From an optimization exercise on the open Yosys and OpenROAD flow, aimed at small area, a short achievable clock period and few clock cycles; shortcuts taken in it are not production practice.
Only simulation tests tie the RTL to the original design; equivalence was not proved.
Power figures rest on the tool's default switching activity, not on a simulated workload.

==> design/flow/design.v <==
module dcpc (
    input  wire        clk,
    input  wire        rst,      
    input  wire        req,
    input  wire        we,
    input  wire        wide,     
    input  wire [15:0] addr,
    input  wire [31:0] wdata,
    output wire        ack,
    output wire        err,
    output reg  [31:0] rdata
);
    localparam RXBUF_SIZE   = 128;
    localparam TXBUF_SIZE   = 34;
    localparam XID_IDENTIFY = 32'h0000_0001;
    localparam XID_FLASHLED = 32'h0000_0002;
    localparam R_OK          = 8'h00;
    localparam R_TRUNC_ETH   = 8'h01;
    localparam R_TRUNC_VLAN  = 8'h02;
    localparam R_TRUNC_PN    = 8'h03;
    localparam R_TRUNC_DCP   = 8'h04;
    localparam R_ADDR_MM     = 8'h05;
    localparam R_PROTO_MM    = 8'h06;
    localparam R_FID_MM      = 8'h07;
    localparam R_DLEN        = 8'h08;
    localparam R_NO_VIEW     = 8'h10;
    localparam R_ILLEGAL     = 8'h11;
    localparam S_IDLE     = 4'd0;
    localparam S_ENC      = 4'd1;
    localparam S_VAL_RD   = 4'd2;
    localparam S_VAL_EVAL = 4'd3;
    localparam S_P_INIT   = 4'd4;
    localparam S_P_LOOP   = 4'd5;
    localparam S_P_HDR    = 4'd6;
    localparam S_P_CHK    = 4'd7;
    localparam S_P_BODY   = 4'd8;
    localparam S_P_NEXT   = 4'd9;
    localparam S_DONE     = 4'd10;
    localparam K_CUSTOM = 3'd0;
    localparam K_NAME   = 3'd1;
    localparam K_ID     = 3'd2;
    localparam K_ROLE   = 3'd3;
    localparam K_IP     = 3'd4;
    reg  [7:0]  rx [0:RXBUF_SIZE-1];
    reg  [7:0]  tx [0:TXBUF_SIZE-1];
    reg  [7:0]  d_name   [0:62];
    reg  [7:0]  d_vendor [0:62];
    reg  [7:0]  st_result;
    reg         st_view_valid;
    reg         st_vlan;
    reg         st_overrun;
    reg         ctrl_en;
    reg  [15:0] exp_fid;
    reg  [47:0] src_mac;
    reg  [47:0] dst_mac;
    reg  [47:0] exp_mac;
    reg  [7:0]  rx_len;
    reg  [5:0]  tx_len;
    reg  [15:0] view_svc;
    reg  [31:0] view_xid;
    reg  [15:0] view_delay;
    reg  [15:0] view_dlen;
    reg  [4:0]  view_poff;
    reg  [15:0] view_fid;
    reg  [47:0] rx_src_mac;
    reg  [15:0] d_vendor_id;
    reg  [15:0] d_device_id;
    reg  [7:0]  d_role;
    reg  [31:0] d_ip_addr;
    reg  [31:0] d_ip_mask;
    reg  [31:0] d_ip_gw;
    reg  [15:0] d_ip_status;
    reg  [5:0]  d_name_len;
    reg  [5:0]  d_vendor_len;
    reg  [3:0]  state;
    reg         enc_flash;           
    reg  [5:0]  idx;                 
    reg  [7:0]  hdr [0:29];          
    reg  [16:0] cur;                 
    reg  [7:0]  blk_opt;
    reg  [7:0]  blk_sub;
    reg  [15:0] blk_len;
    reg  [2:0]  blk_kind;
    reg  [5:0]  body_len;            
    reg  [2:0]  body_off;            
    integer i;
    wire in_regs   = (addr[15:7] == 9'd0);
    wire in_name   = (addr >= 16'h0100) && (addr <= 16'h013E);
    wire in_vendor = (addr >= 16'h0140) && (addr <= 16'h017E);
    wire in_rx     = (addr >= 16'h4000) && (addr < 16'h4000 + RXBUF_SIZE);
    wire in_tx     = (addr >= 16'h8000) && (addr < 16'h8000 + TXBUF_SIZE);
    wire acc_ok = in_regs ? (wide && addr[1:0] == 2'b00)
                          : ((in_name || in_vendor || in_rx || in_tx) && !wide);
    wire bus_err = !acc_ok;
    wire is_cmd_wr = we && acc_ok && in_regs && (addr[6:2] == 5'd0);
    wire cmd_enc   = (wdata == 32'd1) || (wdata == 32'd2);
    wire cmd_val   = (wdata == 32'd3);
    wire cmd_parse = (wdata == 32'd4);
    wire cmd_nop   = (wdata == 32'd0);
    wire starts_cmd = is_cmd_wr && (cmd_enc || cmd_val || (cmd_parse && st_view_valid));
    wire idle_take = req && (state == S_IDLE);
    assign ack = req && ((state == S_IDLE && !starts_cmd) || state == S_DONE);
    assign err = ack && (state == S_IDLE) && bus_err;
    always @* begin
        rdata = 32'd0;
        if (in_regs) begin
            case (addr[6:2])
                5'h01: rdata = {21'd0, st_overrun, st_vlan, st_view_valid, st_result};
                5'h02: rdata = {31'd0, ctrl_en};
                5'h03: rdata = {16'd0, exp_fid};
                5'h04: rdata = {16'd0, src_mac[47:32]};
                5'h05: rdata = src_mac[31:0];
                5'h06: rdata = {16'd0, dst_mac[47:32]};
                5'h07: rdata = dst_mac[31:0];
                5'h08: rdata = {16'd0, exp_mac[47:32]};
                5'h09: rdata = exp_mac[31:0];
                5'h0A: rdata = {24'd0, rx_len};
                5'h0B: rdata = {26'd0, tx_len};
                5'h0C: rdata = {16'd0, view_svc};
                5'h0D: rdata = view_xid;
                5'h0E: rdata = {16'd0, view_delay};
                5'h0F: rdata = {16'd0, view_dlen};
                5'h10: rdata = {27'd0, view_poff};
                5'h11: rdata = {16'd0, view_fid};
                5'h12: rdata = {16'd0, rx_src_mac[47:32]};
                5'h13: rdata = rx_src_mac[31:0];
                5'h14: rdata = {16'd0, d_vendor_id};
                5'h15: rdata = {16'd0, d_device_id};
                5'h16: rdata = {24'd0, d_role};
                5'h17: rdata = d_ip_addr;
                5'h18: rdata = d_ip_mask;
                5'h19: rdata = d_ip_gw;
                5'h1A: rdata = {16'd0, d_ip_status};
                5'h1B: rdata = {26'd0, d_name_len};
                5'h1C: rdata = {26'd0, d_vendor_len};
                5'h1D: rdata = {TXBUF_SIZE[15:0], RXBUF_SIZE[15:0]};
                5'h1E: rdata = XID_IDENTIFY;
                5'h1F: rdata = XID_FLASHLED;
                default: rdata = 32'd0;
            endcase
        end else if (in_name) begin
            rdata = {24'd0, d_name[addr[5:0]]};
        end else if (in_vendor) begin
            rdata = {24'd0, d_vendor[addr[5:0]]};
        end else if (in_rx) begin
            rdata = {24'd0, rx[addr[6:0]]};
        end else if (in_tx) begin
            rdata = {24'd0, tx[addr[5:0]]};
        end
    end
    reg [7:0] enc_byte;
    always @* begin
        case (idx)
            6'd0:  enc_byte = enc_flash ? dst_mac[47:40] : 8'h01;
            6'd1:  enc_byte = enc_flash ? dst_mac[39:32] : 8'h0E;
            6'd2:  enc_byte = enc_flash ? dst_mac[31:24] : 8'hCF;
            6'd3:  enc_byte = enc_flash ? dst_mac[23:16] : 8'h00;
            6'd4:  enc_byte = enc_flash ? dst_mac[15:8]  : 8'h00;
            6'd5:  enc_byte = enc_flash ? dst_mac[7:0]   : 8'h00;
            6'd6:  enc_byte = src_mac[47:40];
            6'd7:  enc_byte = src_mac[39:32];
            6'd8:  enc_byte = src_mac[31:24];
            6'd9:  enc_byte = src_mac[23:16];
            6'd10: enc_byte = src_mac[15:8];
            6'd11: enc_byte = src_mac[7:0];
            6'd12: enc_byte = 8'h88;
            6'd13: enc_byte = 8'h92;
            6'd14: enc_byte = 8'hFE;
            6'd15: enc_byte = enc_flash ? 8'hFD : 8'hFE;
            6'd16: enc_byte = enc_flash ? 8'h04 : 8'h05;
            6'd17: enc_byte = 8'h00;
            6'd18: enc_byte = enc_flash ? XID_FLASHLED[31:24] : XID_IDENTIFY[31:24];
            6'd19: enc_byte = enc_flash ? XID_FLASHLED[23:16] : XID_IDENTIFY[23:16];
            6'd20: enc_byte = enc_flash ? XID_FLASHLED[15:8]  : XID_IDENTIFY[15:8];
            6'd21: enc_byte = enc_flash ? XID_FLASHLED[7:0]   : XID_IDENTIFY[7:0];
            6'd22: enc_byte = 8'h00;
            6'd23: enc_byte = enc_flash ? 8'h00 : 8'h80;
            6'd24: enc_byte = 8'h00;
            6'd25: enc_byte = enc_flash ? 8'h08 : 8'h04;
            6'd26: enc_byte = enc_flash ? 8'h05 : 8'hFF;
            6'd27: enc_byte = enc_flash ? 8'h03 : 8'hFF;
            6'd28: enc_byte = 8'h00;
            6'd29: enc_byte = enc_flash ? 8'h04 : 8'h00;
            6'd30: enc_byte = 8'h00;
            6'd31: enc_byte = 8'h00;
            6'd32: enc_byte = 8'h01;
            6'd33: enc_byte = 8'h00;
            default: enc_byte = 8'h00;
        endcase
    end
    wire [5:0] enc_last = enc_flash ? 6'd33 : 6'd29;
    wire [17:0] blk_base = {13'd0, view_poff} + {1'b0, cur};           
    wire [17:0] p_addr   = (state == S_P_HDR) ? blk_base + {12'd0, idx}
                                              : blk_base + {15'd0, body_off} + {12'd0, idx};
    wire [6:0]  eng_idx  = (state == S_VAL_RD) ? {1'b0, idx} : p_addr[6:0];
    wire [7:0]  eng_byte = rx[eng_idx];
    wire [47:0] v_dst    = {hdr[0], hdr[1], hdr[2], hdr[3], hdr[4], hdr[5]};
    wire [47:0] v_src    = {hdr[6], hdr[7], hdr[8], hdr[9], hdr[10], hdr[11]};
    wire [15:0] v_et     = {hdr[12], hdr[13]};
    wire [15:0] v_et_in  = {hdr[16], hdr[17]};
    wire        v_tag    = (v_et == 16'h8100);
    wire [15:0] v_fid    = v_tag ? {hdr[18], hdr[19]} : {hdr[14], hdr[15]};
    wire [7:0]  v_sid    = v_tag ? hdr[20] : hdr[16];
    wire [7:0]  v_styp   = v_tag ? hdr[21] : hdr[17];
    wire [31:0] v_xid    = v_tag ? {hdr[22], hdr[23], hdr[24], hdr[25]}
                                 : {hdr[18], hdr[19], hdr[20], hdr[21]};
    wire [15:0] v_dly    = v_tag ? {hdr[26], hdr[27]} : {hdr[22], hdr[23]};
    wire [15:0] v_dlen   = v_tag ? {hdr[28], hdr[29]} : {hdr[24], hdr[25]};
    wire [4:0]  v_poff   = v_tag ? 5'd30 : 5'd26;       
    wire [15:0] v_avail  = {8'd0, rx_len} - {11'd0, v_poff};
    reg  [7:0]  v_result;
    always @* begin
        if (rx_len < 8'd14)
            v_result = R_TRUNC_ETH;
        else if (ctrl_en && v_dst != exp_mac && v_dst != 48'hFFFF_FFFF_FFFF
                 && v_dst != 48'h010E_CF00_0000)
            v_result = R_ADDR_MM;
        else if (v_tag && rx_len < 8'd18)
            v_result = R_TRUNC_VLAN;
        else if ((v_tag ? v_et_in : v_et) != 16'h8892)
            v_result = R_PROTO_MM;
        else if (rx_len < (v_tag ? 8'd20 : 8'd16))
            v_result = R_TRUNC_PN;
        else if (exp_fid != 16'd0 && v_fid != exp_fid)
            v_result = R_FID_MM;
        else if (rx_len < {3'd0, v_poff})
            v_result = R_TRUNC_DCP;
        else if (v_dlen > v_avail)
            v_result = R_DLEN;
        else
            v_result = R_OK;
    end
    wire [16:0] p_rem_left = {1'b0, view_dlen} - cur;                  
    wire [17:0] p_need     = 18'd4 + {2'd0, blk_len} + {17'd0, blk_len[0]};
    wire        p_overrun  = p_need > {1'b0, p_rem_left};
    wire [15:0] blk_key    = {blk_opt, blk_sub};
    always @(posedge clk) begin
        if (rst) begin
            state         <= S_IDLE;
            st_result     <= R_OK;
            st_view_valid <= 1'b0;
            st_vlan       <= 1'b0;
            st_overrun    <= 1'b0;
            ctrl_en       <= 1'b0;
            exp_fid       <= 16'd0;
            src_mac       <= 48'd0;
            dst_mac       <= 48'd0;
            exp_mac       <= 48'd0;
            rx_len        <= 8'd0;
            tx_len        <= 6'd0;
            view_svc      <= 16'd0;
            view_xid      <= 32'd0;
            view_delay    <= 16'd0;
            view_dlen     <= 16'd0;
            view_poff     <= 5'd0;
            view_fid      <= 16'd0;
            rx_src_mac    <= 48'd0;
            d_vendor_id   <= 16'd0;
            d_device_id   <= 16'd0;
            d_role        <= 8'd0;
            d_ip_addr     <= 32'd0;
            d_ip_mask     <= 32'd0;
            d_ip_gw       <= 32'd0;
            d_ip_status   <= 16'd0;
            d_name_len    <= 6'd0;
            d_vendor_len  <= 6'd0;
            for (i = 0; i < 63; i = i + 1) begin
                d_name[i]   <= 8'd0;
                d_vendor[i] <= 8'd0;
            end
        end else begin
            case (state)
            S_IDLE: if (idle_take && !bus_err && we) begin
                if (in_regs) begin
                    case (addr[6:2])
                        5'h00: begin
                            if (cmd_enc) begin
                                enc_flash <= (wdata == 32'd2);
                                idx       <= 6'd0;
                                state     <= S_ENC;
                            end else if (cmd_val) begin
                                idx   <= 6'd0;
                                state <= S_VAL_RD;
                            end else if (cmd_parse) begin
                                if (st_view_valid)
                                    state <= S_P_INIT;
                                else
                                    st_result <= R_NO_VIEW;
                            end else if (!cmd_nop) begin
                                st_result <= R_ILLEGAL;
                            end
                        end
                        5'h02: ctrl_en <= wdata[0];
                        5'h03: exp_fid <= wdata[15:0];
                        5'h04: src_mac[47:32] <= wdata[15:0];
                        5'h05: src_mac[31:0]  <= wdata;
                        5'h06: dst_mac[47:32] <= wdata[15:0];
                        5'h07: dst_mac[31:0]  <= wdata;
                        5'h08: exp_mac[47:32] <= wdata[15:0];
                        5'h09: exp_mac[31:0]  <= wdata;
                        5'h0A: begin
                            rx_len        <= (wdata > RXBUF_SIZE) ? RXBUF_SIZE[7:0] : wdata[7:0];
                            st_view_valid <= 1'b0;
                        end
                        default: ;
                    endcase
                end else if (in_rx) begin
                    rx[addr[6:0]] <= wdata[7:0];
                    st_view_valid <= 1'b0;
                end
            end
            S_ENC: begin
                tx[idx] <= enc_byte;
                idx     <= idx + 6'd1;
                if (idx == enc_last) begin
                    tx_len    <= enc_flash ? 6'd34 : 6'd30;
                    st_result <= R_OK;
                    state     <= S_DONE;
                end
            end
            S_VAL_RD: begin
                hdr[idx[4:0]] <= eng_byte;
                idx      <= idx + 6'd1;
                if (idx == 6'd29)
                    state <= S_VAL_EVAL;
            end
            S_VAL_EVAL: begin
                st_result <= v_result;
                if (v_result == R_OK) begin
                    view_svc      <= {v_styp, v_sid};
                    view_xid      <= v_xid;
                    view_delay    <= v_dly;
                    view_dlen     <= v_dlen;
                    view_poff     <= v_poff;
                    view_fid      <= v_fid;
                    rx_src_mac    <= v_src;
                    st_vlan       <= v_tag;
                    st_view_valid <= 1'b1;
                end else begin
                    view_svc      <= 16'd0;
                    view_xid      <= 32'd0;
                    view_delay    <= 16'd0;
                    view_dlen     <= 16'd0;
                    view_poff     <= 5'd0;
                    view_fid      <= 16'd0;
                    rx_src_mac    <= 48'd0;
                    st_vlan       <= 1'b0;
                    st_view_valid <= 1'b0;
                end
                state <= S_DONE;
            end
            S_P_INIT: begin
                d_vendor_id  <= 16'd0;
                d_device_id  <= 16'd0;
                d_role       <= 8'd0;
                d_ip_addr    <= 32'd0;
                d_ip_mask    <= 32'd0;
                d_ip_gw      <= 32'd0;
                d_ip_status  <= 16'd0;
                d_name_len   <= 6'd0;
                d_vendor_len <= 6'd0;
                for (i = 0; i < 63; i = i + 1) begin
                    d_name[i]   <= 8'd0;
                    d_vendor[i] <= 8'd0;
                end
                cur   <= 17'd0;
                state <= S_P_LOOP;
            end
            S_P_LOOP: begin
                if (p_rem_left > 17'd4) begin
                    idx   <= 6'd0;
                    state <= S_P_HDR;
                end else begin
                    st_overrun <= 1'b0;
                    st_result  <= R_OK;
                    state      <= S_DONE;
                end
            end
            S_P_HDR: begin
                case (idx[1:0])
                    2'd0: blk_opt        <= eng_byte;
                    2'd1: blk_sub        <= eng_byte;
                    2'd2: blk_len[15:8]  <= eng_byte;
                    2'd3: blk_len[7:0]   <= eng_byte;
                endcase
                idx <= idx + 6'd1;
                if (idx == 6'd3)
                    state <= S_P_CHK;
            end
            S_P_CHK: begin
                idx <= 6'd0;
                if (p_overrun) begin
                    st_overrun <= 1'b1;
                    st_result  <= R_OK;
                    state      <= S_DONE;
                end else if ((blk_key == 16'h0201 || blk_key == 16'h0202)
                             && blk_len >= 16'd2 && blk_len <= 16'd63) begin
                    if (blk_key == 16'h0201) begin
                        for (i = 0; i < 63; i = i + 1) d_vendor[i] <= 8'd0;
                        d_vendor_len <= blk_len[5:0] - 6'd2;
                        blk_kind     <= K_CUSTOM;
                    end else begin
                        for (i = 0; i < 63; i = i + 1) d_name[i] <= 8'd0;
                        d_name_len   <= blk_len[5:0] - 6'd2;
                        blk_kind     <= K_NAME;
                    end
                    body_off <= 3'd6;
                    body_len <= blk_len[5:0] - 6'd2;
                    state    <= (blk_len == 16'd2) ? S_P_NEXT : S_P_BODY;
                end else if (blk_key == 16'h0203 && blk_len >= 16'd6) begin
                    blk_kind <= K_ID;
                    body_off <= 3'd6;
                    body_len <= 6'd4;
                    state    <= S_P_BODY;
                end else if (blk_key == 16'h0204 && blk_len >= 16'd3) begin
                    blk_kind <= K_ROLE;
                    body_off <= 3'd6;
                    body_len <= 6'd1;
                    state    <= S_P_BODY;
                end else if (blk_key == 16'h0102 && blk_len >= 16'd14) begin
                    blk_kind <= K_IP;
                    body_off <= 3'd4;
                    body_len <= 6'd14;
                    state    <= S_P_BODY;
                end else begin
                    state <= S_P_NEXT;
                end
            end
            S_P_BODY: begin
                case (blk_kind)
                    K_CUSTOM: d_vendor[idx] <= eng_byte;
                    K_NAME:   d_name[idx]   <= eng_byte;
                    K_ID: case (idx[1:0])
                        2'd0: d_vendor_id[15:8] <= eng_byte;
                        2'd1: d_vendor_id[7:0]  <= eng_byte;
                        2'd2: d_device_id[15:8] <= eng_byte;
                        2'd3: d_device_id[7:0]  <= eng_byte;
                    endcase
                    K_ROLE: d_role <= eng_byte;
                    K_IP: case (idx[3:0])
                        4'd0:  d_ip_status[15:8] <= eng_byte;
                        4'd1:  d_ip_status[7:0]  <= eng_byte;
                        4'd2:  d_ip_addr[31:24]  <= eng_byte;
                        4'd3:  d_ip_addr[23:16]  <= eng_byte;
                        4'd4:  d_ip_addr[15:8]   <= eng_byte;
                        4'd5:  d_ip_addr[7:0]    <= eng_byte;
                        4'd6:  d_ip_mask[31:24]  <= eng_byte;
                        4'd7:  d_ip_mask[23:16]  <= eng_byte;
                        4'd8:  d_ip_mask[15:8]   <= eng_byte;
                        4'd9:  d_ip_mask[7:0]    <= eng_byte;
                        4'd10: d_ip_gw[31:24]    <= eng_byte;
                        4'd11: d_ip_gw[23:16]    <= eng_byte;
                        4'd12: d_ip_gw[15:8]     <= eng_byte;
                        4'd13: d_ip_gw[7:0]      <= eng_byte;
                        default: ;
                    endcase
                    default: ;
                endcase
                idx <= idx + 6'd1;
                if (idx == body_len - 6'd1)
                    state <= S_P_NEXT;
            end
            S_P_NEXT: begin
                cur   <= cur + p_need[16:0];
                state <= S_P_LOOP;
            end
            S_DONE: state <= S_IDLE;
            default: state <= S_IDLE;
            endcase
        end
    end
endmodule
==> design/flow/run.sh <==
#!/bin/bash
# synth_recipe.tcl (not shown) runs the flow's synth.tcl, then flattens the netlist and writes it again
# the make line also repeats each setting of config.mk as NAME=value (left out here)
make -C /OpenROAD-flow-scripts/flow DESIGN_CONFIG=/design/flow/config.mk WORK_HOME=/design/flow/orfs CLKGATE_MAP_FILE= SYNTH_SCRIPT=/design/flow/synth_recipe.tcl finish
==> design/flow/config.mk <==
export PLATFORM = sky130hd
export DESIGN_NAME = dcpc
export DESIGN_NICKNAME = dcpc
export VERILOG_FILES = /design/flow/design.v
export SDC_FILE = /design/flow/constraint.sdc
export NUM_CORES = 4
export LEC_CHECK = 0
export CAP_MARGIN = 20
export CORE_MARGIN = 2
export CORE_UTILIZATION = 40
export PLACE_DENSITY = 0.6
export SLEW_MARGIN = 20
==> design/flow/constraint.sdc <==
create_clock -name core_clock -period 10.0 [get_ports {clk}]
set_input_delay 2.0000 -clock core_clock [delete_from_list [all_inputs] [get_ports {clk}]]
set_output_delay 2.0000 -clock core_clock [all_outputs]
set_load 0.01 [all_outputs]
==> qor.yml <==
ys_warn_count: 1
synthCells: 11614
maxCapViolCount: 0
arrival_ns: 7.37
synth_edf_count: 2625
tns_ns: 0
ant_nets: 0
dpl_cell_area_um2: 145000
critPathMaxStageDelay_ns: 0.98
finalHoldViolCount: 0
period_needed_ns: 9.37
final_cells: 16392
crit_top_cell: "buf_4"
syn_avg_cell_area_um2: 11.9
clk_pin_slew_ns: 0.06
netlist_area_um2: 138000
dp_slack_ns: 0.836
drive_gt1_share_pct: 11.2
synthArstFlopShare_pct: 0
area_growth_pct: 12.7
synth_seq_area_share_pct: 64.1
status: "no timing/DRC/antenna violations"
p_per_area_nw_per_um2: 181
fin_area_um2: 156000
tightest_slew_ns: 1.30
grt_pass1_wl_mm: 779
first_pass_iters: 10
multi_input_area_um2: 45600
clk_latency_ns: 1.00
grt_overflow: 0
cts_buffers: 340
start_util_pct: 40.3
dr_total_vias: 107917
hold_ws_ns: 0.450
rows: 215
setup_slack_ns: 0.633
crit_required_ns: 8.00
grt_max_degree: 202
cts-resized-gates: 0
cts_tree: "done"
grt_usage_pct: 31.0
wl_per_cell_um: 34.2
dp.cells: 15745
synth_ff_type: "edfxtp_1"
die-width_um: 592
vdd_ir_drop_max_uv: 139
port_buffers: 86
place_congestion: 0.996
worstPathCellList: "buf_4 -> nand2b_1 -> nor2_4 -> buf_4 -> a22oi_1 -> nand4_1 -> a21oi_1 -> mux4_2 -> o21ai_0 -> buf_4 -> or3_1 -> clkdlybuf4s50_1"
cts_root_buf: "clkbuf_16"
route.detailed.drc: 0
ctsHoldBuffers: 0
totalWireLength_mm: 561
grt_pass1_vias: 101202
power_mw: 28.3
p_leak_nw: 52.3
drtIter0Drc: 19492
final_net_count: 11678
path_class: "primary input to output pin"
finalCritPeriodShare_pct: 93.7
syn_nets: 11759
antenna_found_initial: 37
die_area_um2: 351000
setup_violations: 0
skew_ns: 0.100
htreeDepth: 5
core_area_um2: 344000
die_h_um: 592
hold_path.class: "flop to flop"
synthDistinctLibCells: 97
crit_path_max_fanout: 31
r2r_setup_slack_ns: 2.34
clockBufferDepth: 4
max_freq_ghz: 0.107
regArea_um2: 88700
fin_util_pct: 45.4
grt_setup_unrepaired: "no"
clkSinkCount: 3118
layout_commonest_cell: "edfxtp_1"
dp_hpwl_mm: 367
slowest_stage: "nor2_4"
timing.slew.headroom_pct: 12.7
synth_seq_cells: 3118
cp-start-kind: "primary input"
avgViaCountPerCell: 6.58
mostFrequentLayoutCells: "edfxtp_1 (2625), nand2_1 (1499), nor2_1 (1431), a22oi_1 (691)"
post_cts_buffers: 0
crit_path_end_kind: "output pin"
slew_violations: 0
ios: 87
fillers: 30859
## power by group
| group | leakage, nW | switching (mW) | total, mW | internal, mW |
|---|---|---|---|---|
| Combinational | 18.0 | 1.03 | 1.34 | 0.309 |
| Clock | 5.39 | 5.46 | 12.7 | 7.26 |
| Sequential | 29.0 | 0.0522 | 14.2 | 14.2 |
## worst paths after layout
kind                  start             end  cells past startpoint
max                 addr[1]        rdata[7]                     12
min          rx_src_mac[28]  rx_src_mac[28]                      2
max reg2reg    view_poff[3]       hdr[1][7]                     17
min reg2reg  rx_src_mac[28]  rx_src_mac[28]                      2
## cells in the mapped netlist, drive strengths merged, types with 125 or more instances
library cell / instances / area (µm²)
a211oi: 164 / 1320
a21oi: 389 / 1970
a221oi: 226 / 1980
a22o: 200 / 1750
a22oi: 693 / 5210
a31oi: 141 / 882
buf: 341 / 2120
clkbuf: 544 / 2040
dfxtp: 493 / 9870
edfxtp: 2625 / 78800
inv: 144 / 541
mux2i: 302 / 3030
nand2: 1504 / 5650
nand3: 493 / 2470
nand4: 187 / 1170
nor2: 1572 / 6150
nor3: 127 / 636
o21ai: 290 / 1460
o22ai: 125 / 782
## registers in the layout, indices dropped and copies added, names as in the netlist, 32 cells and up
register,count
rx_src_mac,48
d_ip_addr,32
d_vendor,512
d_ip_gw,32
hdr,240
d_name,512
dst_mac,48
exp_mac,48
src_mac,48
rx,1024
view_xid,32
tx,272
d_ip_mask,32
## metal layers
metal	vias up	part of all wire [%]	global-route usage (%)
met3	1661	14	8.53
met4	32	6.6	17.9
li1	44000	-	-
met1	53573	37	41.0
met2	8651	43	45.8
met5	-	0.038	0
## cell type report
cell class / instances / area share, %
sequential: 3118 / 56.9
multi-input combinational: 7465 / 29.2
clock buffer: 437 / 5.84
tap: 4557 / 3.66
timing repair buffer: 462 / 2.70
clock inverter: 185 / 1.27
inverter: 146 / 0.353
antenna: 22 / 0.0353
## critical path, delay by kind of cell
family | cells | cell delay, ns
AO/OA/AOI/OAI | 3 | 1.13
AND/OR/NAND/NOR | 4 | 1.73
multiplexers | 1 | 0.69
buffers and inverters | 4 | 1.72
## logic make-up (layout without fill, tap and decap cells)
group           count (synthesis)  count (layout)  share of synthesized area [%]
simple gates                 4180            4180                           13.0
flops                        3118            3118                           64.1
compound gates               2601            2601                           13.5
buf+inv                      1031            1230                           3.41
mux                           450             450                           4.19
xor+xnor                      140             140                          0.886
fa+ha+maj                      92              92                          0.876
other cells                     2              24                        0.00543
Testbench counts, summed over its fixed seeds: cycles 38,837.

==> separate check: timing with driven ports <==
The flow's constraints put no driver on any port. The routed layout listed below was extracted and timed again, unchanged, in two steps. Step 1 sets driving cells, clkbuf_16 on the clock port and buf_2 on the other inputs (assumed; they add their load-dependent delay and slew). Step 2 adds t to the input delays and takes it off the output delays; t is the mean of the earliest and latest rising clock arrival at the registers after step 1. Input paths then give back, and output paths get back, about the clock's delay inside the block. Slacks: no drivers / after step 1 / after step 2; pairs: no drivers / after step 1.
shift t [ns]: 1.067
slack for setup (ns): 0.633 / 0.484 / 0.484
clock arrival spread, ns: 0.105 / 0.105
worst register clock-pin slew, ns: 0.07 / 0.07
After both steps this run still meets setup and hold. For this run, drivers alone change the setup slack by -0.149 ns; drivers and shift together by -0.149 ns.
